This is an optimization exercise on Yosys and OpenROAD, whose aim is small area and a short achievable clock period, not a production implementation.
At most, simulation tests tie the RTL to the original design; equivalence was not proved.
For runs 2 to 4, only the layout was checked, not whether the RTL still works.
Power figures rest on the tool's default switching activity, not on a simulated workload.

`flow/flow/run.sh`:
```
#!/bin/bash
set -euo pipefail
bash standard.sh "BUFFER_PORTS_ARGS=-buffer_cell sky130_fd_sc_hd__buf_2" \
    "CTS_ARGS=-sink_clustering_enable -repair_clock_nets -sink_clustering_size 30 -sink_clustering_max_diameter 80 -buf_list sky130_fd_sc_hd__clkbuf_16 -dont_use_dummy_load" \
    finish > orfs_make.log 2>&1
```
`flow/standard.sh`:
```
#!/bin/bash
# synth_recipe.tcl (not shown) runs the flow's synth.tcl, then flattens the netlist and writes it again
# the make line also repeats each setting of config.mk as NAME=value (left out here)
make -C /OpenROAD-flow-scripts/flow DESIGN_CONFIG=/design/flow/config.mk WORK_HOME=/design/flow/orfs CLKGATE_MAP_FILE= SYNTH_SCRIPT=/design/flow/synth_recipe.tcl "${@:-finish}"
```
`flow/config.mk`:
```
export PLATFORM = sky130hd
export DESIGN_NAME = link_engine
export DESIGN_NICKNAME = link_engine
export VERILOG_FILES = /design/flow/design.v
export SDC_FILE = /design/flow/constraint.sdc
export NUM_CORES = 4
export LEC_CHECK = 0
export CAP_MARGIN = 10
export CORE_MARGIN = 2
export CORE_UTILIZATION = 70
export CTS_BUF_LIST = sky130_fd_sc_hd__clkbuf_16
export CTS_CLUSTER_DIAMETER = 80
export CTS_CLUSTER_SIZE = 30
export SETUP_SLACK_MARGIN = 2.95
export SLEW_MARGIN = 10
export SYNTH_HIERARCHICAL = 1
export SYNTH_MINIMUM_KEEP_SIZE = 0
```
`flow/constraint.sdc`:
```
create_clock -name core_clock -period 5.0 [get_ports {clk}]
set_input_delay 1.0000 -clock core_clock [delete_from_list [all_inputs] [get_ports {clk}]]
set_output_delay 1.0000 -clock core_clock [all_outputs]
set_load 0.01 [all_outputs]
```
`flow/design.v`:
```
module link_engine (
    input  wire        clk,
    input  wire        role,           
    input  wire        op_valid,
    input  wire [11:0] op,
    output wire        op_ready,
    output reg         rsp_ok,
    output reg  [7:0]  rsp_data,
    output reg         line_req_out,
    output reg         line_dc_out
);
    localparam integer N = 50;
    localparam [2:0] S_IDLE = 3'd0,    
                     S_RS   = 3'd1,    
                     S_RC   = 3'd2,    
                     S_RCA  = 3'd3,    
                     S_RDY  = 3'd4,    
                     S_DTX  = 3'd5,    
                     S_DCF  = 3'd6,    
                     S_DCA  = 3'd7;    
    assign op_ready = 1'b1;
    reg [2:0]     ls;
    reg [8*N-1:0] txm;                  
    reg [8*N-1:0] rxm;
    reg [4:0]     tx_wh, rx_wh;         
    reg [9:0]     tx_wl, rx_wl;         
    reg [4:0]     tx_rh, rx_rh;         
    reg [9:0]     tx_rl, rx_rl;         
    reg           tx_ne, tx_full, rx_ne, rx_full;
    reg [2:0]     tx_idx, rx_idx;
    reg [7:0]     tx_byte;              
    reg [6:0]     rx_sh;                
    wire [7:0] tx_head, rx_rsp;
    wire [15:0] tx_part_n, rx_part_n;    
    wire       tx_wr_to_rd, tx_rd_to_wr, rx_wr_to_rd, rx_rd_to_wr;
    wire [4:0] tx_whf = tx_wh | {5{tx_full}};
    wire [4:0] rx_whf = rx_wh | {5{rx_full}};
    genvar s;
    generate
        for (s = 0; s < N; s = s + 1) begin : g_slot
            always @(posedge clk) begin
                if (!(tx_whf[s / 10] | tx_wl[s % 10]))
                    txm[8*s +: 8] <= op[7:0];
                if (!(rx_whf[s / 10] | rx_wl[s % 10]))
                    rxm[8*s +: 8] <= {op[0], rx_sh};
            end
        end
    endgenerate
    le_head_mux tx_mux (.rh(tx_rh), .rl(tx_rl), .m(txm), .part_n(tx_part_n));
    le_head_mux rx_mux (.rh(rx_rh), .rl(rx_rl), .m(rxm), .part_n(rx_part_n));
    le_ptr_cmp tx_cmp (.wh(tx_wh), .wl(tx_wl), .rh(tx_rh), .rl(tx_rl),
                       .wr_next_is_rd(tx_wr_to_rd), .rd_next_is_wr(tx_rd_to_wr));
    le_ptr_cmp rx_cmp (.wh(rx_wh), .wl(rx_wl), .rh(rx_rh), .rl(rx_rl),
                       .wr_next_is_rd(rx_wr_to_rd), .rd_next_is_wr(rx_rd_to_wr));
    wire tx_pending = (tx_idx != 3'd7) || tx_ne;
    wire       grp_cmd_n, grp_edge_n;
    wire [3:0] sub_n;
    le_nand3 u_gcmd  (.a(op_valid), .b(~op[11]), .c(~op[10]), .y(grp_cmd_n));
    le_nand3 u_gedge (.a(op_valid), .b(op[11]),  .c(~op[10]), .y(grp_edge_n));
    le_nand2 u_sub0  (.a(~op[9]), .b(~op[8]), .y(sub_n[0]));
    le_nand2 u_sub1  (.a(~op[9]), .b(op[8]),  .y(sub_n[1]));
    le_nand2 u_sub2  (.a(op[9]),  .b(~op[8]), .y(sub_n[2]));
    le_nand2 u_sub3  (.a(op[9]),  .b(op[8]),  .y(sub_n[3]));
    wire is_init, is_send, is_recv, is_avail, ev_rqf, ev_rqr, ev_dcf, ev_dcr;
    le_nor2 u_init  (.a(grp_cmd_n),  .b(sub_n[0]), .y(is_init));
    le_nor2 u_send  (.a(grp_cmd_n),  .b(sub_n[1]), .y(is_send));
    le_nor2 u_recv  (.a(grp_cmd_n),  .b(sub_n[2]), .y(is_recv));
    le_nor2 u_avail (.a(grp_cmd_n),  .b(sub_n[3]), .y(is_avail));
    le_nor2 u_rqf   (.a(grp_edge_n), .b(sub_n[0]), .y(ev_rqf));
    le_nor2 u_rqr   (.a(grp_edge_n), .b(sub_n[1]), .y(ev_rqr));
    le_nor2 u_dcf   (.a(grp_edge_n), .b(sub_n[2]), .y(ev_dcf));
    le_nor2 u_dcr   (.a(grp_edge_n), .b(sub_n[3]), .y(ev_dcr));
    wire t1 = ev_dcf && ls == S_RS;
    wire t2 = ev_dcr && ls == S_RCA;
    wire t3 = ev_dcf && ls == S_DTX;
    wire t4 = ev_dcr && ls == S_DCA;
    wire t5 = ev_rqf && ls == S_IDLE;
    wire t6 = ev_rqf && ls == S_RS && role;
    wire t7 = ev_rqr && ls == S_RC;
    wire t8 = ev_rqf && ls == S_RDY;
    wire t9 = ev_rqr && ls == S_DCF;
    wire tx_deq_ok = ls == S_RCA && tx_idx == 3'd7 && tx_ne;
    wire rx_enq_ok = ls == S_RDY && rx_idx == 3'd6 && !rx_full;
    wire tx_enq, tx_deq, rx_enq, rx_deq;
    le_nor3 u_txe (.a(grp_cmd_n),  .b(sub_n[1]), .c(tx_full),    .y(tx_enq));
    le_nor3 u_txd (.a(grp_edge_n), .b(sub_n[3]), .c(!tx_deq_ok), .y(tx_deq));
    le_nor3 u_rxe (.a(grp_edge_n), .b(sub_n[0]), .c(!rx_enq_ok), .y(rx_enq));
    le_nor3 u_rxd (.a(grp_cmd_n),  .b(sub_n[2]), .c(!rx_ne),     .y(rx_deq));
    genvar k;
    generate
        for (k = 0; k < 8; k = k + 1) begin : g_head
            le_nor2 u_tx (.a(tx_part_n[2*k]), .b(tx_part_n[2*k+1]), .y(tx_head[k]));
            le_nor3 u_rx (.a(rx_part_n[2*k]), .b(rx_part_n[2*k+1]), .c(!rx_deq), .y(rx_rsp[k]));
        end
    endgenerate
    wire [2:0] tx_idx_inc = tx_idx + 3'd1;
    wire       tx_bit = (tx_idx == 3'd7) ? (tx_ne && tx_byte[0]) : tx_byte[tx_idx_inc];
    always @(posedge clk) begin
        rsp_ok   <= is_init || tx_enq || ((is_recv || is_avail) && rx_ne);
        rsp_data <= rx_rsp;
        if (is_init) begin
            ls           <= S_IDLE;
            line_req_out <= 1'b1;
            line_dc_out  <= 1'b1;
        end else if (tx_enq && !tx_ne && ls == S_IDLE) begin
            ls           <= S_RS;
            line_req_out <= 1'b0;
        end else if (t1) begin
            ls           <= S_RCA;
            line_req_out <= 1'b1;
        end else if (t2) begin
            ls           <= S_DTX;
            line_req_out <= 1'b0;
            line_dc_out  <= tx_bit;
        end else if (t3) begin
            ls           <= S_DCA;
            line_req_out <= 1'b1;
            line_dc_out  <= 1'b1;
        end else if (t5 || t6) begin
            ls           <= S_RC;
            line_req_out <= 1'b1;
            line_dc_out  <= 1'b0;
        end else if (t7) begin
            ls           <= S_RDY;
            line_dc_out  <= 1'b1;
        end else if (t8) begin
            ls           <= S_DCF;
            line_dc_out  <= 1'b0;
        end else if (t4 || t9) begin
            line_dc_out  <= 1'b1;
            if (tx_pending) begin
                ls           <= S_RS;
                line_req_out <= 1'b0;
            end else begin
                ls           <= S_IDLE;
            end
        end
        if (is_init) begin
            tx_ne   <= 1'b0;
            tx_full <= 1'b0;
            tx_idx  <= 3'd7;
        end else if (tx_enq) begin
            tx_ne   <= 1'b1;
            tx_full <= tx_wr_to_rd;
        end else if (t2) begin
            if (tx_idx != 3'd7)
                tx_idx <= tx_idx_inc;
            else if (tx_ne) begin
                tx_idx  <= 3'd0;
                tx_full <= 1'b0;
                tx_ne   <= !tx_rd_to_wr;
            end
        end
        if (tx_idx == 3'd7)
            tx_byte <= tx_ne ? tx_head : op[7:0];
        if (is_init) begin
            rx_ne   <= 1'b0;
            rx_full <= 1'b0;
            rx_idx  <= 3'd7;
        end else if (t8) begin
            rx_idx <= rx_idx + 3'd1;
            if (rx_enq) begin
                rx_ne   <= 1'b1;
                rx_full <= rx_wr_to_rd;
            end
        end else if (rx_deq) begin
            rx_full <= 1'b0;
            rx_ne   <= !rx_rd_to_wr;
        end
        if (t8)
            rx_sh <= {op[0], rx_sh[6:1]};
        if (is_init) begin
            tx_wl <= 10'h3FE;  tx_wh <= 5'h1E;
            tx_rl <= 10'h001;  tx_rh <= 5'h01;
            rx_wl <= 10'h3FE;  rx_wh <= 5'h1E;
            rx_rl <= 10'h001;  rx_rh <= 5'h01;
        end else begin
            if (tx_enq) begin
                tx_wl <= {tx_wl[8:0], tx_wl[9]};
                if (!tx_wl[9]) tx_wh <= {tx_wh[3:0], tx_wh[4]};
            end
            if (tx_deq) begin
                tx_rl <= {tx_rl[8:0], tx_rl[9]};
                if (tx_rl[9]) tx_rh <= {tx_rh[3:0], tx_rh[4]};
            end
            if (rx_enq) begin
                rx_wl <= {rx_wl[8:0], rx_wl[9]};
                if (!rx_wl[9]) rx_wh <= {rx_wh[3:0], rx_wh[4]};
            end
            if (rx_deq) begin
                rx_rl <= {rx_rl[8:0], rx_rl[9]};
                if (rx_rl[9]) rx_rh <= {rx_rh[3:0], rx_rh[4]};
            end
        end
    end
endmodule
module le_head_mux (
    input  wire [4:0]   rh,
    input  wire [9:0]   rl,
    input  wire [399:0] m,
    output wire [15:0]  part_n
);
    wire [49:0]  nsel;               
    wire [199:0] y;                  
    genvar g, b;
    generate
        for (g = 0; g < 50; g = g + 1) begin : g_sel
            assign nsel[g] = ~(rh[g / 10] & rl[g % 10]);
        end
        for (g = 0; g < 25; g = g + 1) begin : g_pair
            for (b = 0; b < 8; b = b + 1) begin : g_bit
                le_oai22 u (.a1(nsel[2*g]),   .a2(m[16*g + b]),
                            .b1(nsel[2*g+1]), .b2(m[16*g + 8 + b]),
                            .y(y[8*g + b]));
            end
        end
        for (b = 0; b < 8; b = b + 1) begin : g_and
            wire [24:0] col;
            for (g = 0; g < 25; g = g + 1) begin : g_c
                assign col[g] = y[8*g + b];
            end
            assign part_n[2*b]   = |col[11:0];
            assign part_n[2*b+1] = |col[24:12];
        end
    endgenerate
endmodule
module le_ptr_cmp (
    input  wire [4:0] wh,
    input  wire [9:0] wl,
    input  wire [4:0] rh,
    input  wire [9:0] rl,
    output wire       wr_next_is_rd,
    output wire       rd_next_is_wr
);
    wire [9:0] wl_n = {wl[8:0], wl[9]};
    wire [9:0] rl_n = {rl[8:0], rl[9]};
    wire [4:0] wh_n = wl[9] ? wh : {wh[3:0], wh[4]};
    wire [4:0] rh_n = rl[9] ? {rh[3:0], rh[4]} : rh;
    assign wr_next_is_rd = |(~wl_n & rl) & |(~wh_n & rh);
    assign rd_next_is_wr = |(rl_n & ~wl) & |(rh_n & ~wh);
endmodule
module le_oai22 (
    input  wire a1, a2, b1, b2,
    output wire y
);
    assign y = ~((a1 | a2) & (b1 | b2));
endmodule
module le_nand2 (input wire a, b, output wire y);
    assign y = ~(a & b);
endmodule
module le_nand3 (input wire a, b, c, output wire y);
    assign y = ~(a & b & c);
endmodule
module le_nor2 (input wire a, b, output wire y);
    assign y = ~(a | b);
endmodule
module le_nor3 (input wire a, b, c, output wire y);
    assign y = ~(a | b | c);
endmodule
```
==> results of run 1 <==
## through the flow
stage	worst slack (ps)	hold WS (ps)	util (%)	total power [mW]
after detailed placement	1970	447	72.6	11.4
after global routing	2880	482	76.6	15.3
final	2920	460	76.6	14.8
after global placement	2010	435	72.6	11.3
after floorplan	2840	446	-	10.8
after CTS	2880	469	75.6	14.7
## synth_stat cells (2+ instances only)
library cell	count	area (um2)
o21ai_0	3	15.0
nor3_1	24	120
nor3_2	12	120
and3_1	4	25.0
a2bb2oi_1	2	17.5
dfxtp_1	84	1680
nand3_1	30	150
buf_2	19	95.1
or2b_1	4	30.0
o22ai_1	416	2600
a41oi_2	2	32.5
buf_4	4	30.0
inv_1	39	146
ha_1	4	50.1
a31oi_1	2	12.5
nand3b_1	8	60.1
o21bai_1	2	15.0
edfxtp_1	815	24500
o2111ai_1	2	17.5
mux2i_1	27	270
a211oi_1	4	30.0
nor2b_1	21	131
mux2_2	9	101
nor4_1	82	513
clkbuf_1	21	78.8
a21oi_1	23	115
nand4_1	19	119
nor2_1	165	619
a211o_1	23	201
nand2b_1	24	150
a221oi_1	8	70.1
buf_6	2	22.5
a41oi_1	2	17.5
or2_2	10	62.6
and2b_1	2	15.0
nand2_1	142	533
## layout by cell type, fill, tap and decap left out, drive strengths merged, types with 19 or more instances in the layout
master,netlist,routed
o22ai,417,417
a21oi,23,23
mux2i,27,27
nor4,82,82
nand4,19,19
buf,25,57
nor3,36,37
nand2,142,142
clkbuf,22,37
dfxtp,84,84
nand2b,25,25
a211o,23,23
edfxtp,815,815
nor2,165,166
nor2b,21,21
nand3,31,31
inv,40,40
## Yosys stat by module, one instance, submodules excluded
module	cells	flops+latches	area (um2)
link_engine	1301	899	28400
le_head_mux	127	0	623
le_ptr_cmp	46	0	282
le_nor3	1	0	10.0
le_oai22	1	0	6.26
le_nand3	1	0	5.00
le_nand2	1	0	3.75
le_nor2	1	0	3.75
## path summary, 6_finish.rpt
kind | cells past startpoint | startpoint | endpoint | slack [ps]
min | 0 | rx_sh[5] | rx_sh[4] | 460
max | 1 | line_dc_out | line_dc_out | 2920
max reg2reg | 5 | rx_rl[4] | rsp_data[7] | 2940
min reg2reg | 0 | rx_sh[5] | rx_sh[4] | 460
## cell type report
type,instances,area (um2),area share [%]
Clock buffer,37,926,2.60
Sequential cell,899,26200,73.6
Inverter,40,169,0.474
Multi-Input combinational cell,1096,7050,19.8
Timing Repair Buffer,58,515,1.45
Tap cell,607,759,2.13
## timing repair
item / in CTS / in global routing
gates resized for setup: 102 / 88
endpoints found under the setup margin: 88 / 72
hold buffers: 0 / 0
pin swaps: 4 / 14
gates cloned: 3 / 0
buffers inserted: 4 / 15
## power breakdown
group	leakage (nW)	internal, mW	switching, mW	total, mW
registers	8.22	9.38	0.624	10.0
logic	2.49	0.419	0.985	1.40
clock network	0.456	1.34	2.05	3.39
total	11.2	11.1	3.66	14.8
## flip-flops by register name, indices dropped and copies added, names as in the netlist, 3 cells and up
| signal | count |
|---|---|
| ls | 3 |
| rsp_data | 8 |
| rx_idx | 3 |
| rx_rh | 5 |
| rx_rl | 10 |
| rx_sh | 7 |
| rx_wh | 5 |
| rx_wl | 10 |
| rxm | 400 |
| tx_byte | 8 |
| tx_idx | 3 |
| tx_rh | 5 |
| tx_rl | 10 |
| tx_wh | 5 |
| tx_wl | 10 |
| txm | 400 |
## per-layer routing
layer  up-vias  wire (um)  GRT usage, %
met2      1152      38100          51.8
li1       8465          -             -
met4         0       3190          11.4
met5         -          0             0
met3       176       7350          4.61
met1      9744      29300          44.6
## logic make-up after synthesis
kind of cell / after synthesis / share of synthesized area [%]
XOR/XNOR: 1 / 0.0266
AND/OR/NAND/NOR: 554 / 8.27
AO/OA/AOI/OAI: 496 / 9.76
other: 1 / 0.0114
adder cells (fa/ha/maj): 4 / 0.152
flip-flops: 899 / 79.4
multiplexers: 38 / 1.24
buffers and inverters: 87 / 1.17
==> results.json, run 1 <==
{
  "status": "complete, no violations",
  "ys_types": 56,
  "clkSinkCount": 899,
  "critPathLaunchType": "register",
  "htree_num_levels": 2,
  "synthCells": 2080,
  "rsz0062_at_grt": "true",
  "die_w_um": 221,
  "cts-root-buf": "clkbuf_16",
  "clk_pin_slew_worst_paths_ps": 110,
  "synth-edff-count": 815,
  "mappedNetlistArea_um2": 33000,
  "critPathMaxFanout": 2,
  "grt_use_total_pct": 31.7,
  "grt_max_degree": 59,
  "clk_latency_ps": 600,
  "diodes": 0,
  "dp.cells": 2678,
  "path_delay_family": "flip-flops",
  "die_area_um2": 48800,
  "grt_pass1_wl_um": 116000,
  "drtIter0Drc": 2691,
  "hp-class": "reg2reg",
  "fin_skew_ps": 37.6,
  "rows": 79,
  "antenna_found_initial": 0,
  "timing.fmax_mhz": 480,
  "core_um2": 46600,
  "drive_gt1_share_pct": 13.9,
  "slowest_delay_ps": 380,
  "drv_slew": 0,
  "dpl-instance-area_um2": 33800,
  "vias": 19537,
  "via_per_inst": 7.14,
  "io_pins": 27,
  "hold_viol": 0,
  "crit_chain": "buf_6",
  "ant_nets": 0,
  "final_cells": 2737,
  "tns_ps": 0,
  "drt_wl_total_um": 77900,
  "chipHeight_um": 221,
  "gp_congestion": 0.876,
  "slew_headroom_pct": 27.8,
  "setup_viol": 0,
  "stdcell_area_um2": 35600,
  "min_period_ps": 2080,
  "syn2layout_area_growth_pct": 8.19,
  "cellLeakagePower_nw": 11.2,
  "ys_ff_latch": 899,
  "yosys_warnings": 7,
  "path_class": "reg2out",
  "worstPathArrival_ps": 1080,
  "wl_per_cell_um": 28.5,
  "initial_core_util_pct": 70.8,
  "drv_cap": 0,
  "cts_max_path_buffers": 3,
  "vdd_drop_max_v": 0.000387,
  "grt_pass1_vias": 18501,
  "cts-buffers-inserted": 37,
  "powerDensity_nw_per_um2": 415,
  "drc": 0,
  "required_ps": 4000,
  "syn_nets": 2099,
  "worst_pin_slew_ps": 1080,
  "fin_nets": 2151,
  "ys.flop_type": "edfxtp_1",
  "synthArstFlopShare_pct": 0,
  "gr-total-overflow": 0,
  "firstDrtPassIters": 7,
  "fillers": 2684,
  "crit_slowest_cell": "dfxtp_4",
  "seq_area_frac_synth_pct": 79.4,
  "fin_crit_sh_pct": 41.6,
  "syn_area_per_cell_um2": 15.8,
  "cts_tree": "done",
  "crit_path_end_kind": "output pin",
  "path_buf_inv": 1,
  "io_buffers": 25,
  "dpl.hpwl_um": 48500
}
==> run 2, diff against run 1 <==
--- a/flow/design.v
+++ b/flow/design.v
@@ -22,14 +22,27 @@
     reg [2:0]     ls;
     reg [8*N-1:0] txm;                  
     reg [8*N-1:0] rxm;
-    reg [4:0]     tx_wh, rx_wh;         
-    reg [9:0]     tx_wl, rx_wl;         
+    reg [2:0]     tx_whb, rx_whb;       
+    reg [3:0]     tx_wlb, rx_wlb;       
     reg [4:0]     tx_rh, rx_rh;         
     reg [9:0]     tx_rl, rx_rl;         
     reg           tx_ne, tx_full, rx_ne, rx_full;
     reg [2:0]     tx_idx, rx_idx;
     reg [7:0]     tx_byte;              
     reg [6:0]     rx_sh;                
+    wire [4:0] tx_wh, rx_wh;
+    wire [9:0] tx_wl, rx_wl;
+    genvar d;
+    generate
+        for (d = 0; d < 10; d = d + 1) begin : g_wdec
+            if (d < 5) begin : g_h
+                assign tx_wh[d] = tx_whb != d;
+                assign rx_wh[d] = rx_whb != d;
+            end
+            assign tx_wl[d] = tx_wlb != d;
+            assign rx_wl[d] = rx_wlb != d;
+        end
+    endgenerate
     wire [7:0] tx_head, rx_rsp;
     wire [15:0] tx_part_n, rx_part_n;    
     wire       tx_wr_to_rd, tx_rd_to_wr, rx_wr_to_rd, rx_rd_to_wr;
@@ -170,22 +183,22 @@
         if (t8)
             rx_sh <= {op[0], rx_sh[6:1]};
         if (is_init) begin
-            tx_wl <= 10'h3FE;  tx_wh <= 5'h1E;
+            tx_wlb <= 4'd0;  tx_whb <= 3'd0;
             tx_rl <= 10'h001;  tx_rh <= 5'h01;
-            rx_wl <= 10'h3FE;  rx_wh <= 5'h1E;
+            rx_wlb <= 4'd0;  rx_whb <= 3'd0;
             rx_rl <= 10'h001;  rx_rh <= 5'h01;
         end else begin
             if (tx_enq) begin
-                tx_wl <= {tx_wl[8:0], tx_wl[9]};
-                if (!tx_wl[9]) tx_wh <= {tx_wh[3:0], tx_wh[4]};
+                tx_wlb <= (tx_wlb == 4'd9) ? 4'd0 : tx_wlb + 4'd1;
+                if (tx_wlb == 4'd9) tx_whb <= (tx_whb == 3'd4) ? 3'd0 : tx_whb + 3'd1;
             end
             if (tx_deq) begin
                 tx_rl <= {tx_rl[8:0], tx_rl[9]};
                 if (tx_rl[9]) tx_rh <= {tx_rh[3:0], tx_rh[4]};
             end
             if (rx_enq) begin
-                rx_wl <= {rx_wl[8:0], rx_wl[9]};
-                if (!rx_wl[9]) rx_wh <= {rx_wh[3:0], rx_wh[4]};
+                rx_wlb <= (rx_wlb == 4'd9) ? 4'd0 : rx_wlb + 4'd1;
+                if (rx_wlb == 4'd9) rx_whb <= (rx_whb == 3'd4) ? 3'd0 : rx_whb + 3'd1;
             end
             if (rx_deq) begin
                 rx_rl <= {rx_rl[8:0], rx_rl[9]};
--- a/flow/config.mk
+++ b/flow/config.mk
@@ -5,13 +5,13 @@
 export SDC_FILE = /design/flow/constraint.sdc
 export NUM_CORES = 4
 export LEC_CHECK = 0
-export CAP_MARGIN = 10
+export CAP_MARGIN = 20
 export CORE_MARGIN = 2
 export CORE_UTILIZATION = 70
 export CTS_BUF_LIST = sky130_fd_sc_hd__clkbuf_16
 export CTS_CLUSTER_DIAMETER = 80
 export CTS_CLUSTER_SIZE = 30
 export SETUP_SLACK_MARGIN = 2.95
-export SLEW_MARGIN = 10
+export SLEW_MARGIN = 20
 export SYNTH_HIERARCHICAL = 1
 export SYNTH_MINIMUM_KEEP_SIZE = 0
==> results.json, run 2 <==
{
  "status": "complete, no violations",
  "mostFrequentLayoutCells": "edfxtp_1 (815), o22ai_1 (417), nand2_1 (94)",
  "whs_ps": 464,
  "grt_use_total_pct": 31.7,
  "gp_congestion": 0.880,
  "mappedNetlistArea_um2": 32800,
  "io_pins": 27,
  "top_layer_used": "met5",
  "slew_headroom_pct": 26.0,
  "path_class": "reg2reg",
  "required_ps": 5510,
  "hold_start": "rx_sh[1]",
  "die_w_um": 220,
  "cellLeakagePower_nw": 10.9,
  "crit_path_end_kind": "register",
  "grt_pass1_wl_um": 112000,
  "core_um2": 46400,
  "multi_input_area_um2": 7590,
  "wl_met1_um": 29300,
  "hp-class": "reg2reg",
  "clk_pin_slew_worst_paths_ps": 110,
  "vdd_drop_max_v": 0.000393,
  "synth-edff-count": 815,
  "cts_tree": "done",
  "fin_nets": 2190,
  "synthCells": 2097,
  "drt_wl_total_um": 76700,
  "critPathMaxFanout": 9,
  "clkSinkCount": 883,
  "die_area_um2": 48600,
  "syn2layout_area_growth_pct": 9.72,
  "htree_num_levels": 2,
  "powerDensity_nw_per_um2": 353,
  "grt_max_degree": 81,
  "via_per_inst": 7.04,
  "tns_ps": 0,
  "cts-root-buf": "clkbuf_16",
  "timing.fmax_mhz": 475,
  "diodes": 0,
  "yosysMostFrequentCell": "edfxtp_1",
  "firstDrtPassIters": 6,
  "fin_skew_ps": 47.3,
  "final_cells": 2766,
  "cts-buffers-inserted": 37,
  "syn_area_per_cell_um2": 15.6,
  "fin_crit_sh_pct": 42.1,
  "synth_top_cell_area_share_pct": 74.7,
  "ant_nets": 0,
  "drv_slew": 0,
  "ys_types": 63,
  "vias": 19463,
  "cts_max_path_buffers": 3,
  "r2r_start": "rx_rl[7]",
  "hold_viol": 0,
  "finish.utilization_pct": 77.6,
  "synthArstFlopShare_pct": 0,
  "initial_core_util_pct": 70.7,
  "io_buffers": 25,
  "drive_gt1_share_pct": 20.0,
  "antenna_found_initial": 2,
  "drtIter0Drc": 2432,
  "fin_ws_ps": 2890,
  "ys.flop_type": "edfxtp_1",
  "clk_latency_ps": 590,
  "dp.cells": 2695,
  "post-place-ws_ps": 1900,
  "yosysTopAreaCell": "edfxtp_1",
  "fillers": 2645,
  "worst_pin_slew_ps": 1110,
  "setup_viol": 0,
  "reg_top3": "rxm (400), txm (400)",
  "hold_buffers": 0,
  "rsz0062_at_grt": "true",
  "drc": 0,
  "gr-total-overflow": 0,
  "met3_length_um": 7020,
  "chipHeight_um": 220,
  "wl_per_cell_um": 27.7,
  "yosys_warnings": 7,
  "seq_area_frac_synth_pct": 78.8,
  "grt_pass1_vias": 18210,
  "dpl.hpwl_um": 48000,
  "ys_ff_latch": 883,
  "worstPathArrival_ps": 2620,
  "mostFrequentLayoutCell": "edfxtp_1",
  "drv_cap": 0,
  "yosys-top-cells-area": "edfxtp_1 (75%), o22ai_1 (8.0%), dfxtp_1 (4.2%), nor2_1 (1.9%), nand2_1 (1.9%)",
  "syn_nets": 2126,
  "setup.worst_path.start": "rx_rl[7]",
  "yosys-top-cells-count": "edfxtp_1 (815), o22ai_1 (417), nor2_1 (169)",
  "critPathLaunchType": "register",
  "rows": 79,
  "dr_wl_met2_um": 37100,
  "seq_area_um2": 25900,
  "min_period_ps": 2110
}
-- run 2: path summary, 6_finish.rpt --
| check | to | slack [ps] | depth (start not counted) |
|---|---|---|---|
| max reg2reg | rsp_data[3] | 2890 | 5 |
| min reg2reg | rx_sh[0] | 460 | 0 |
| min | rx_sh[0] | 460 | 0 |
| max | rsp_data[3] | 2890 | 5 |
-- run 2: worst max-delay path: stages (launching register included) --
cell,delay (ps)
dfxtp_1,550
nand2_1,380
o22ai_1,110
nor4_1,520
nand3_1,270
nor3_2,200
-- run 2: through the flow --
stage,power (mW),cell area [um2]
global route,13.1,36000
CTS,12.6,35200
global placement,9.29,33600
detailed placement,9.32,33600
floorplan,9.01,32900
finish,12.7,36000
-- run 2: layout make-up --
class                   instances  share of cell area, %
repair buffers                 70                   1.53
inverters                      46                  0.574
flip-flops and latches        883                   72.1
well taps                     607                   2.11
clock buffers                  37                   2.57
multi-input cells            1123                   21.1
-- run 2: what timing repair did --
action                                  CTS  global route
endpoints found under the setup margin  805           564
setup buffers                             6            27
cloned                                    0             1
pin swaps                                 3             9
gates resized for setup                 207           143
-- run 2: modules after synthesis, one instance, submodules excluded --
module | cells | times used | cell area, um2
link_engine | 1318 | 1 | 28300
le_head_mux | 127 | 2 | 623
le_ptr_cmp | 46 | 2 | 282
le_nor3 | 1 | 12 | 10.0
le_oai22 | 1 | 400 | 6.26
le_nand3 | 1 | 2 | 5.00
le_nand2 | 1 | 4 | 3.75
le_nor2 | 1 | 15 | 3.75
-- run 2: logic make-up after synthesis --
family / after synthesis / synth area share, %
other: 1 / 0.0114
buffers and inverters: 92 / 1.26
and+or+nand+nor: 576 / 8.51
xor gates and xnor gates: 6 / 0.160
AOI/OAI and AO/OA: 488 / 9.48
DFF: 883 / 78.8
adders and majority gates: 14 / 0.535
muxes: 37 / 1.21
-- run 2: power breakdown --
part,internal [mW],total [mW],switching (mW)
clock network,1.34,3.34,2.00
logic,0.347,0.930,0.583
registers,8.24,8.43,0.196
-- run 2: metal layers --
metal,GRT usage (%),vias to the layer above
met3,4.95,200
met5,0,-
met4,13.0,4
li1,-,8504
met1,44.6,9699
met2,50.7,1056
==> run 3, diff against run 2 <==
--- a/flow/design.v
+++ b/flow/design.v
@@ -22,30 +22,23 @@
     reg [2:0]     ls;
     reg [8*N-1:0] txm;                  
     reg [8*N-1:0] rxm;
-    reg [2:0]     tx_whb, rx_whb;       
-    reg [3:0]     tx_wlb, rx_wlb;       
+    reg [4:0]     tx_wh, rx_wh;         
+    reg [9:0]     tx_wl, rx_wl;         
     reg [4:0]     tx_rh, rx_rh;         
     reg [9:0]     tx_rl, rx_rl;         
-    reg           tx_ne, tx_full, rx_ne, rx_full;
+    reg           tx_last_enq, rx_last_enq;   
     reg [2:0]     tx_idx, rx_idx;
     reg [7:0]     tx_byte;              
     reg [6:0]     rx_sh;                
-    wire [4:0] tx_wh, rx_wh;
-    wire [9:0] tx_wl, rx_wl;
-    genvar d;
-    generate
-        for (d = 0; d < 10; d = d + 1) begin : g_wdec
-            if (d < 5) begin : g_h
-                assign tx_wh[d] = tx_whb != d;
-                assign rx_wh[d] = rx_whb != d;
-            end
-            assign tx_wl[d] = tx_wlb != d;
-            assign rx_wl[d] = rx_wlb != d;
-        end
-    endgenerate
     wire [7:0] tx_head, rx_rsp;
     wire [15:0] tx_part_n, rx_part_n;    
-    wire       tx_wr_to_rd, tx_rd_to_wr, rx_wr_to_rd, rx_rd_to_wr;
+    wire       tx_eq, rx_eq;
+    le_ptr_eq tx_peq (.wh(tx_wh), .wl(tx_wl), .rh(tx_rh), .rl(tx_rl), .eq(tx_eq));
+    le_ptr_eq rx_peq (.wh(rx_wh), .wl(rx_wl), .rh(rx_rh), .rl(rx_rl), .eq(rx_eq));
+    wire tx_full = tx_eq & tx_last_enq;
+    wire rx_full = rx_eq & rx_last_enq;
+    wire tx_ne   = ~(tx_eq & ~tx_last_enq);
+    wire rx_ne   = ~(rx_eq & ~rx_last_enq);
     wire [4:0] tx_whf = tx_wh | {5{tx_full}};
     wire [4:0] rx_whf = rx_wh | {5{rx_full}};
     genvar s;
@@ -61,10 +54,6 @@
     endgenerate
     le_head_mux tx_mux (.rh(tx_rh), .rl(tx_rl), .m(txm), .part_n(tx_part_n));
     le_head_mux rx_mux (.rh(rx_rh), .rl(rx_rl), .m(rxm), .part_n(rx_part_n));
-    le_ptr_cmp tx_cmp (.wh(tx_wh), .wl(tx_wl), .rh(tx_rh), .rl(tx_rl),
-                       .wr_next_is_rd(tx_wr_to_rd), .rd_next_is_wr(tx_rd_to_wr));
-    le_ptr_cmp rx_cmp (.wh(rx_wh), .wl(rx_wl), .rh(rx_rh), .rl(rx_rl),
-                       .wr_next_is_rd(rx_wr_to_rd), .rd_next_is_wr(rx_rd_to_wr));
     wire tx_pending = (tx_idx != 3'd7) || tx_ne;
     wire       grp_cmd_n, grp_edge_n;
     wire [3:0] sub_n;
@@ -149,56 +138,50 @@
             end
         end
         if (is_init) begin
-            tx_ne   <= 1'b0;
-            tx_full <= 1'b0;
+            tx_last_enq <= 1'b0;
             tx_idx  <= 3'd7;
         end else if (tx_enq) begin
-            tx_ne   <= 1'b1;
-            tx_full <= tx_wr_to_rd;
+            tx_last_enq <= 1'b1;
         end else if (t2) begin
             if (tx_idx != 3'd7)
                 tx_idx <= tx_idx_inc;
             else if (tx_ne) begin
                 tx_idx  <= 3'd0;
-                tx_full <= 1'b0;
-                tx_ne   <= !tx_rd_to_wr;
+                tx_last_enq <= 1'b0;
             end
         end
         if (tx_idx == 3'd7)
             tx_byte <= tx_ne ? tx_head : op[7:0];
         if (is_init) begin
-            rx_ne   <= 1'b0;
-            rx_full <= 1'b0;
+            rx_last_enq <= 1'b0;
             rx_idx  <= 3'd7;
         end else if (t8) begin
             rx_idx <= rx_idx + 3'd1;
             if (rx_enq) begin
-                rx_ne   <= 1'b1;
-                rx_full <= rx_wr_to_rd;
+                rx_last_enq <= 1'b1;
             end
         end else if (rx_deq) begin
-            rx_full <= 1'b0;
-            rx_ne   <= !rx_rd_to_wr;
+            rx_last_enq <= 1'b0;
         end
         if (t8)
             rx_sh <= {op[0], rx_sh[6:1]};
         if (is_init) begin
-            tx_wlb <= 4'd0;  tx_whb <= 3'd0;
+            tx_wl <= 10'h3FE;  tx_wh <= 5'h1E;
             tx_rl <= 10'h001;  tx_rh <= 5'h01;
-            rx_wlb <= 4'd0;  rx_whb <= 3'd0;
+            rx_wl <= 10'h3FE;  rx_wh <= 5'h1E;
             rx_rl <= 10'h001;  rx_rh <= 5'h01;
         end else begin
             if (tx_enq) begin
-                tx_wlb <= (tx_wlb == 4'd9) ? 4'd0 : tx_wlb + 4'd1;
-                if (tx_wlb == 4'd9) tx_whb <= (tx_whb == 3'd4) ? 3'd0 : tx_whb + 3'd1;
+                tx_wl <= {tx_wl[8:0], tx_wl[9]};
+                if (!tx_wl[9]) tx_wh <= {tx_wh[3:0], tx_wh[4]};
             end
             if (tx_deq) begin
                 tx_rl <= {tx_rl[8:0], tx_rl[9]};
                 if (tx_rl[9]) tx_rh <= {tx_rh[3:0], tx_rh[4]};
             end
             if (rx_enq) begin
-                rx_wlb <= (rx_wlb == 4'd9) ? 4'd0 : rx_wlb + 4'd1;
-                if (rx_wlb == 4'd9) rx_whb <= (rx_whb == 3'd4) ? 3'd0 : rx_whb + 3'd1;
+                rx_wl <= {rx_wl[8:0], rx_wl[9]};
+                if (!rx_wl[9]) rx_wh <= {rx_wh[3:0], rx_wh[4]};
             end
             if (rx_deq) begin
                 rx_rl <= {rx_rl[8:0], rx_rl[9]};
@@ -237,20 +220,14 @@
         end
     endgenerate
 endmodule
-module le_ptr_cmp (
+module le_ptr_eq (
     input  wire [4:0] wh,
     input  wire [9:0] wl,
     input  wire [4:0] rh,
     input  wire [9:0] rl,
-    output wire       wr_next_is_rd,
-    output wire       rd_next_is_wr
-);
-    wire [9:0] wl_n = {wl[8:0], wl[9]};
-    wire [9:0] rl_n = {rl[8:0], rl[9]};
-    wire [4:0] wh_n = wl[9] ? wh : {wh[3:0], wh[4]};
-    wire [4:0] rh_n = rl[9] ? {rh[3:0], rh[4]} : rh;
-    assign wr_next_is_rd = |(~wl_n & rl) & |(~wh_n & rh);
-    assign rd_next_is_wr = |(rl_n & ~wl) & |(rh_n & ~wh);
+    output wire       eq
+);
+    assign eq = |(~wl & rl) & |(~wh & rh);
 endmodule
 module le_oai22 (
     input  wire a1, a2, b1, b2,
==> flow/flow/run.sh (replaced) <==
#!/bin/bash
# Standard ORFS layout, with the port buffers made from buf_4 cells instead
# of the buffer that buffer_ports picks by default.
set -euo pipefail
bash standard.sh "BUFFER_PORTS_ARGS=-buffer_cell sky130_fd_sc_hd__buf_4" finish > orfs_make.log 2>&1
==> results.json, run 3 <==
{
  "status": "complete, no violations",
  "mostFrequentLayoutCell": "edfxtp_1",
  "drv_slew": 0,
  "setup_viol": 0,
  "io_pins": 27,
  "cts_max_path_buffers": 3,
  "drt_wl_total_um": 86000,
  "use_met1_pct": 45.6,
  "mappedNetlistArea_um2": 32500,
  "syn_area_per_cell_um2": 16.1,
  "timing.fmax_mhz": 390,
  "ys.flop_type": "edfxtp_1",
  "p_comb_share_pct": 15.3,
  "cts-buffers-inserted": 38,
  "dp.cells": 2611,
  "synth-simple-area-share_pct": 7.90,
  "antenna_found_initial": 0,
  "reg_top3": "rxm (400), txm (400)",
  "wl_per_cell_um": 30.3,
  "rows": 78,
  "synth_mux_area_share_pct": 1.12,
  "worstPathArrival_ps": 2820,
  "ys_ff_latch": 897,
  "drc": 0,
  "grt_max_degree": 58,
  "cellLeakagePower_nw": 12.4,
  "synth-xor-area-share_pct": 0.0539,
  "ant_nets": 0,
  "pwr-share-seq_pct": 61.5,
  "fin_crit_sh_pct": 51.2,
  "cts_tree": "done",
  "core_um2": 45600,
  "fin_nets": 2230,
  "final_cells": 2840,
  "cts-root-buf": "clkbuf_16",
  "synth-compound-area-share_pct": 9.22,
  "drive_gt1_share_pct": 26.6,
  "fin_skew_ps": 43.1,
  "powerDensity_nw_per_um2": 425,
  "via_per_inst": 7.22,
  "path_class": "reg2reg",
  "swShare_pct": 26.3,
  "gp_congestion": 0.939,
  "synth_fa_ha_area_share_pct": 0.154,
  "gr-total-overflow": 0,
  "total_power_mw": 16.3,
  "grt_pass1_wl_um": 117000,
  "slew_headroom_pct": 34.7,
  "yosysTopAreaCell": "edfxtp_1",
  "required_ps": 5250,
  "chipHeight_um": 219,
  "io_buffers": 25,
  "yosysMostFrequentCell": "edfxtp_1",
  "yosys-top-cells-count": "edfxtp_1 (815), o22ai_1 (408), nor2_1 (161)",
  "min_period_ps": 2560,
  "dpl.hpwl_um": 49400,
  "syn_nets": 2039,
  "vdd_drop_max_v": 0.000463,
  "syn2layout_area_growth_pct": 17.8,
  "clkSinkCount": 897,
  "firstDrtPassIters": 8,
  "yosys-top-cells-area": "edfxtp_1 (75%), o22ai_1 (7.9%), dfxtp_1 (5.1%), nor2_1 (1.9%), nand2_1 (1.6%)",
  "htree_num_levels": 2,
  "synthCells": 2020,
  "clk_pin_slew_worst_paths_ps": 100,
  "hold_viol": 0,
  "intPower_mw": 12.0,
  "met3_usage_pct": 4.09,
  "mostFrequentLayoutCells": "edfxtp_1 (815), o22ai_1 (401), nand2_1 (95), buf_4 (95), nor2_4 (70)",
  "die_area_um2": 48100,
  "yosys_warnings": 7,
  "critPathMaxFanout": 10,
  "grt_use_total_pct": 33.6,
  "diodes": 0,
  "synth_top_family_by_area": "compound AO/OA/AOI/OAI gates",
  "synthArstFlopShare_pct": 0,
  "initial_core_util_pct": 71.3,
  "drv_cap": 0,
  "hp-class": "reg2reg",
  "ys_types": 48,
  "worst_pin_slew_ps": 979,
  "crit_path_end_kind": "register",
  "switchingPower_mw": 4.28,
  "drtIter0Drc": 3222,
  "clk_latency_ps": 620,
  "rsz0062_at_grt": "true",
  "synth_top_cell_area_share_pct": 75.3,
  "die_w_um": 219,
  "whs_ps": 493,
  "seq_area_frac_synth_pct": 80.4,
  "grt_pass1_vias": 18621,
  "critPathLaunchType": "register",
  "gr-max-usage-layer": "met2",
  "synth-edff-count": 815,
  "vias": 20497,
  "use_met2_pct": 56.3,
  "clkPwrFrac_pct": 23.2,
  "tns_ps": 0
}
## run 3: cell count changes in the layout (fill, tap and decap cells not counted), sizes merged, moves of 9 or more
cell | previous run | this run
buf | 70 | 192
nand2 | 163 | 141
a211o | 4 | 23
inv | 45 | 64
dfxtp | 68 | 82
a21oi | 31 | 18
nand3 | 40 | 28
ha | 14 | 4
o22ai | 417 | 408
## run 3: path summary, 6_finish.rpt
path | from | end | slack, ps | cells after the start
max | tx_wh[0] | txm[19] | 2440 | 6
min | tx_idx[1] | tx_idx[1] | 490 | 1
max reg2reg | tx_wh[0] | txm[19] | 2440 | 6
min reg2reg | tx_idx[1] | tx_idx[1] | 490 | 1
## run 3: cells by family after synthesis
family                   Yosys count
buffers and inverters             87
other                              1
adder cells (fa/ha/maj)            4
multiplexers                      33
XOR/XNOR                           2
AND/OR/NAND/NOR                  526
AO/OA/AOI/OAI                    470
flip-flops                       897
## run 3: stage by stage
step                      instance area [um2]  utilization (%)  setup slack (ps)
after global routing                    38300             84.0              2400
after floorplan                         32700                -              2720
after CTS                               36600             80.3              2510
after detailed placement                33400             73.4              1940
after global placement                  33400             73.4              1970
final                                   38300             84.0              2440
## run 3: layout make-up
| class | count | area [um2] |
|---|---|---|
| Fill cell | 2016 | 7310 |
| Multi-Input combinational cell | 1040 | 7520 |
| Sequential cell | 897 | 26300 |
| Tap cell | 600 | 751 |
| Timing Repair Buffer | 192 | 2260 |
| Clock buffer | 41 | 1030 |
| Inverter | 42 | 193 |
| Clock inverter | 28 | 198 |
## run 3: modules after synthesis (local to each module, per instance)
module,cells,cell area (um2)
le_ptr_eq,24,120
le_nor2,1,3.75
le_nand2,1,3.75
link_engine,1285,28300
le_oai22,1,6.26
le_nor3,1,10.0
le_head_mux,127,623
le_nand3,1,5.00
## run 3: power groups by stage
| stage | logic, mW | registers (mW) | clock network (mW) |
|---|---|---|---|
| 6_report | 2.49 | 10.0 | 3.78 |
| 5_1_grt | 2.59 | 10.1 | 4.01 |
| 4_1_cts | 1.94 | 9.96 | 3.74 |
| 3_5_place_dp | 1.55 | 10.1 | 0 |
| 3_3_place_gp | 1.53 | 10.1 | 0 |
| 2_1_floorplan | 1.05 | 9.91 | 0 |
## run 3: repair_timing
| item | in CTS | in global routing |
|---|---|---|
| pin swaps | 52 | 88 |
| hold endpoints to repair | 0 | 0 |
| resized for setup | 319 | 165 |
| setup endpoints to repair | 901 | 900 |
| cloned | 3 | 2 |
| hold buffers | 0 | 0 |
| buffers inserted | 72 | 83 |
## run 3: critical path, cell delays in order (launching register included)
cell      delay (ps)
dfxtp_2          380
inv_2             30
a222oi_1         410
a22oi_2          140
nand2_2          160
nand2b_1         420
nor2_2           650
## run 3: metal layers
metal	routed length (um)	part of all wire, %
met1	30300	35
met2	42600	50
met3	7930	9.2
met4	5090	5.9
met5	0	0
==> run 4, diff against run 3 <==
--- a/flow/config.mk
+++ b/flow/config.mk
@@ -11,7 +11,7 @@
 export CTS_BUF_LIST = sky130_fd_sc_hd__clkbuf_16
 export CTS_CLUSTER_DIAMETER = 80
 export CTS_CLUSTER_SIZE = 30
-export SETUP_SLACK_MARGIN = 2.95
+export SETUP_SLACK_MARGIN = 3.1
 export SLEW_MARGIN = 20
 export SYNTH_HIERARCHICAL = 1
 export SYNTH_MINIMUM_KEEP_SIZE = 0
==> results.json, run 4 <==
{
  "status": "complete, no violations",
  "diodes": 0,
  "dpl-instance-area_um2": 34000,
  "seq_area_frac_synth_pct": 80.4,
  "io_buffers": 25,
  "cts_tree": "done",
  "syn_area_per_cell_um2": 16.1,
  "crit_chain": "inv_1 -> o22ai_2 -> nor3_2 -> a22oi_2 -> nand2_2 -> inv_2 -> nor3_4 -> inv_4 -> nor4_4 -> nor2_2 -> and3_1 -> a311o_1",
  "yosys-top-cells-count": "edfxtp_1 (815), o22ai_1 (408), nor2_1 (161)",
  "ant_nets": 0,
  "grt_use_total_pct": 34.3,
  "path_delay_family": "simple AND/OR/NAND/NOR gates",
  "synth-edff-count": 815,
  "die_w_um": 219,
  "syn_nets": 2039,
  "cellLeakagePower_nw": 12.7,
  "min_period_ps": 2420,
  "multi_input_area_um2": 8540,
  "yosys-top-cells-area": "edfxtp_1 (75%), o22ai_1 (7.9%), dfxtp_1 (5.1%), nor2_1 (1.9%), nand2_1 (1.6%)",
  "ys_ff_latch": 897,
  "io_pins": 27,
  "switchingPower_mw": 4.48,
  "ys_types": 48,
  "via_per_inst": 7.35,
  "htree_num_levels": 2,
  "dpl.hpwl_um": 47800,
  "critPathLaunchType": "register",
  "crit_slowest_cell": "dfxtp_4",
  "drtIter0Drc": 3203,
  "synth_top_cell_area_share_pct": 75.3,
  "gr-total-overflow": 0,
  "gp_congestion": 0.908,
  "crit_path_end_kind": "register",
  "cts-buffers-inserted": 37,
  "path_class": "reg2reg",
  "hold_buffers": 0,
  "wl_per_cell_um": 30.6,
  "timing.fmax_mhz": 413,
  "vdd_drop_max_v": 0.000377,
  "intPower_mw": 12.0,
  "stdcell_area_um2": 39000,
  "critPathMaxFanout": 4,
  "slew_headroom_pct": 50.8,
  "grt_pass1_vias": 19120,
  "ys.flop_type": "edfxtp_1",
  "reg_top3": "rxm (400), txm (400)",
  "drv_cap": 0,
  "fillers": 1859,
  "chipHeight_um": 219,
  "initial_core_util_pct": 71.3,
  "mostFrequentLayoutCell": "edfxtp_1",
  "rows": 78,
  "cts-root-buf": "clkbuf_16",
  "worstPathArrival_ps": 2900,
  "die_area_um2": 48100,
  "yosysMostFrequentCell": "edfxtp_1",
  "clk_latency_ps": 610,
  "drt_wl_total_um": 86900,
  "drv_slew": 0,
  "firstDrtPassIters": 7,
  "clk_pin_slew_worst_paths_ps": 120,
  "rsz0062_at_grt": "true",
  "antenna_found_initial": 0,
  "yosys_warnings": 7,
  "seq_area_um2": 26300,
  "synthArstFlopShare_pct": 0,
  "fin_nets": 2232,
  "synthCells": 2020,
  "yosysTopAreaCell": "edfxtp_1",
  "vias": 20857,
  "drc": 0,
  "grt_pass1_wl_um": 120000,
  "syn2layout_area_growth_pct": 20.2,
  "hold_viol": 0,
  "cts_max_path_buffers": 3,
  "slowest_delay_ps": 380,
  "required_ps": 5480,
  "p_comb_share_pct": 17.6,
  "clkSinkCount": 897,
  "fin_crit_sh_pct": 48.4,
  "powerDensity_nw_per_um2": 423,
  "swShare_pct": 27.1,
  "tns_ps": 0,
  "drive_gt1_share_pct": 31.0,
  "worst_pin_slew_ps": 738,
  "hp-class": "reg2reg",
  "setup_viol": 0,
  "core_um2": 45600,
  "clkPwrFrac_pct": 21.9,
  "grt_max_degree": 56,
  "mostFrequentLayoutCells": "edfxtp_1 (815), o22ai_1 (359), buf_4 (110)",
  "fin_skew_ps": 35.0,
  "path_buf_inv": 3,
  "pwr-share-seq_pct": 60.4,
  "mappedNetlistArea_um2": 32500
}
run 4: cell type report:
type                            instances  area share [%]
Timing Repair Buffer                  191            5.39
Multi-Input combinational cell       1044            21.9
Clock inverter                         28           0.474
Tap cell                              600            1.92
Sequential cell                       897            67.5
Clock buffer                           37            2.37
Inverter                               42           0.494
run 4: Yosys stat by module, one instance, submodules excluded:
module / area [um2] / flops+latches / times used / cells inside
le_ptr_eq: 120 / 0 / 2 / 24
le_nor3: 10.0 / 0 / 12 / 1
le_nor2: 3.75 / 0 / 15 / 1
le_nand3: 5.00 / 0 / 2 / 1
le_head_mux: 623 / 0 / 2 / 127
le_oai22: 6.26 / 0 / 400 / 1
link_engine: 28300 / 897 / 1 / 1285
le_nand2: 3.75 / 0 / 4 / 1
run 4: through the flow:
| step | setup slack (ps) | utilization, % | total power [mW] | hold WS [ps] | std cells |
|---|---|---|---|---|---|
| floorplan | 2720 | - | 11.2 | 443 | 2020 |
| global placement | 1850 | 74.6 | 11.8 | 433 | 2611 |
| detailed placement | 1700 | 74.6 | 11.9 | 437 | 2611 |
| CTS | 2720 | 82.6 | 16.1 | 461 | 2795 |
| global route | 2510 | 85.7 | 16.9 | 464 | 2839 |
| finish | 2580 | 85.7 | 16.5 | 461 | 2839 |
run 4: logic make-up (layout without fill, tap and decap cells):
| kind of cell | after synthesis | after routing | synth area share, % |
|---|---|---|---|
| DFF | 897 | 897 | 80.4 |
| other | 1 | 1 | 0.0115 |
| adders and majority gates | 4 | 4 | 0.154 |
| buffers and inverters | 87 | 298 | 1.14 |
| muxes | 33 | 33 | 1.12 |
| xor gates and xnor gates | 2 | 2 | 0.0539 |
| and+or+nand+nor | 526 | 534 | 7.90 |
| AOI/OAI and AO/OA | 470 | 470 | 9.22 |
run 4: power groups by stage:
stage	Combinational [mW]	Sequential, mW	Clock (mW)
finish	2.92	9.99	3.63
global route	3.04	10.0	3.85
CTS	2.59	9.88	3.59
detailed placement	1.61	10.3	0
global placement	1.56	10.2	0
floorplan	1.21	9.96	0
run 4: layer usage:
layer / vias to the layer above / GRT usage (%) / wire length (um)
met5: - / 0 / 0
met4: 0 / 15.8 / 4850
met3: 346 / 3.98 / 8140
met2: 1634 / 57.0 / 43300
met1: 10353 / 46.4 / 30600
li1: 8524 / - / -
run 4: worst paths after layout:
path / start / to / slack (ps) / cells past startpoint
max: tx_rl[4] / line_req_out / 2580 / 12
max reg2reg: tx_rl[4] / line_req_out / 2580 / 12
min: rx_sh[4] / rx_sh[3] / 460 / 0
min reg2reg: rx_sh[4] / rx_sh[3] / 460 / 0
run 4: timing repair:
| item | in CTS | in global routing |
|---|---|---|
| pin swaps | 73 | 88 |
| setup endpoints to repair | 901 | 920 |
| setup buffers | 113 | 39 |
| resized for setup | 306 | 209 |
| gates cloned | 6 | 5 |
run 4: worst register-to-register path: stages, from the launching register on:
cell     delay (ps)
dfxtp_4         380
inv_1           100
o22ai_2         110
nor3_2          220
a22oi_2         130
nand2_2         140
inv_2            70
nor3_4          280
inv_4            70
nor4_4          250
nor2_2           70
and3_1          170
a311o_1         300

[separate check: timing with driven ports]
The flow's constraints put no driver on any port. The routed layouts listed below were extracted and timed again, unchanged, in two steps.
Step 1 sets driving cells, clkbuf_16 on the clock port and buf_2 on the other inputs (assumed; they add their load-dependent delay and slew).
Step 2 moves the port delays by t, midway between the first and last clock arrival at a register: inputs arrive t later, outputs are due t later. That takes back most of the time a late clock gives input paths.
Three values: ideal ports, drivers, drivers and shift; two values: the first two.
run	t (ns)	setup slack, ns	latest minus earliest clock arrival (ns)
run 1	0.641	2.919 / 2.860 / 2.395	0.039 / 0.039
run 2	0.628	2.893 / 2.853 / 2.311	0.047 / 0.048
run 3	0.661	2.438 / 2.438 / 2.265	0.047 / 0.047
run 4	0.651	2.581 / 2.581 / 2.143	0.035 / 0.035
After both steps setup and hold are still met in every run listed. The setup slack of run 2, which loses most, moves by -0.040 ns with the drivers and by -0.582 ns with both steps.
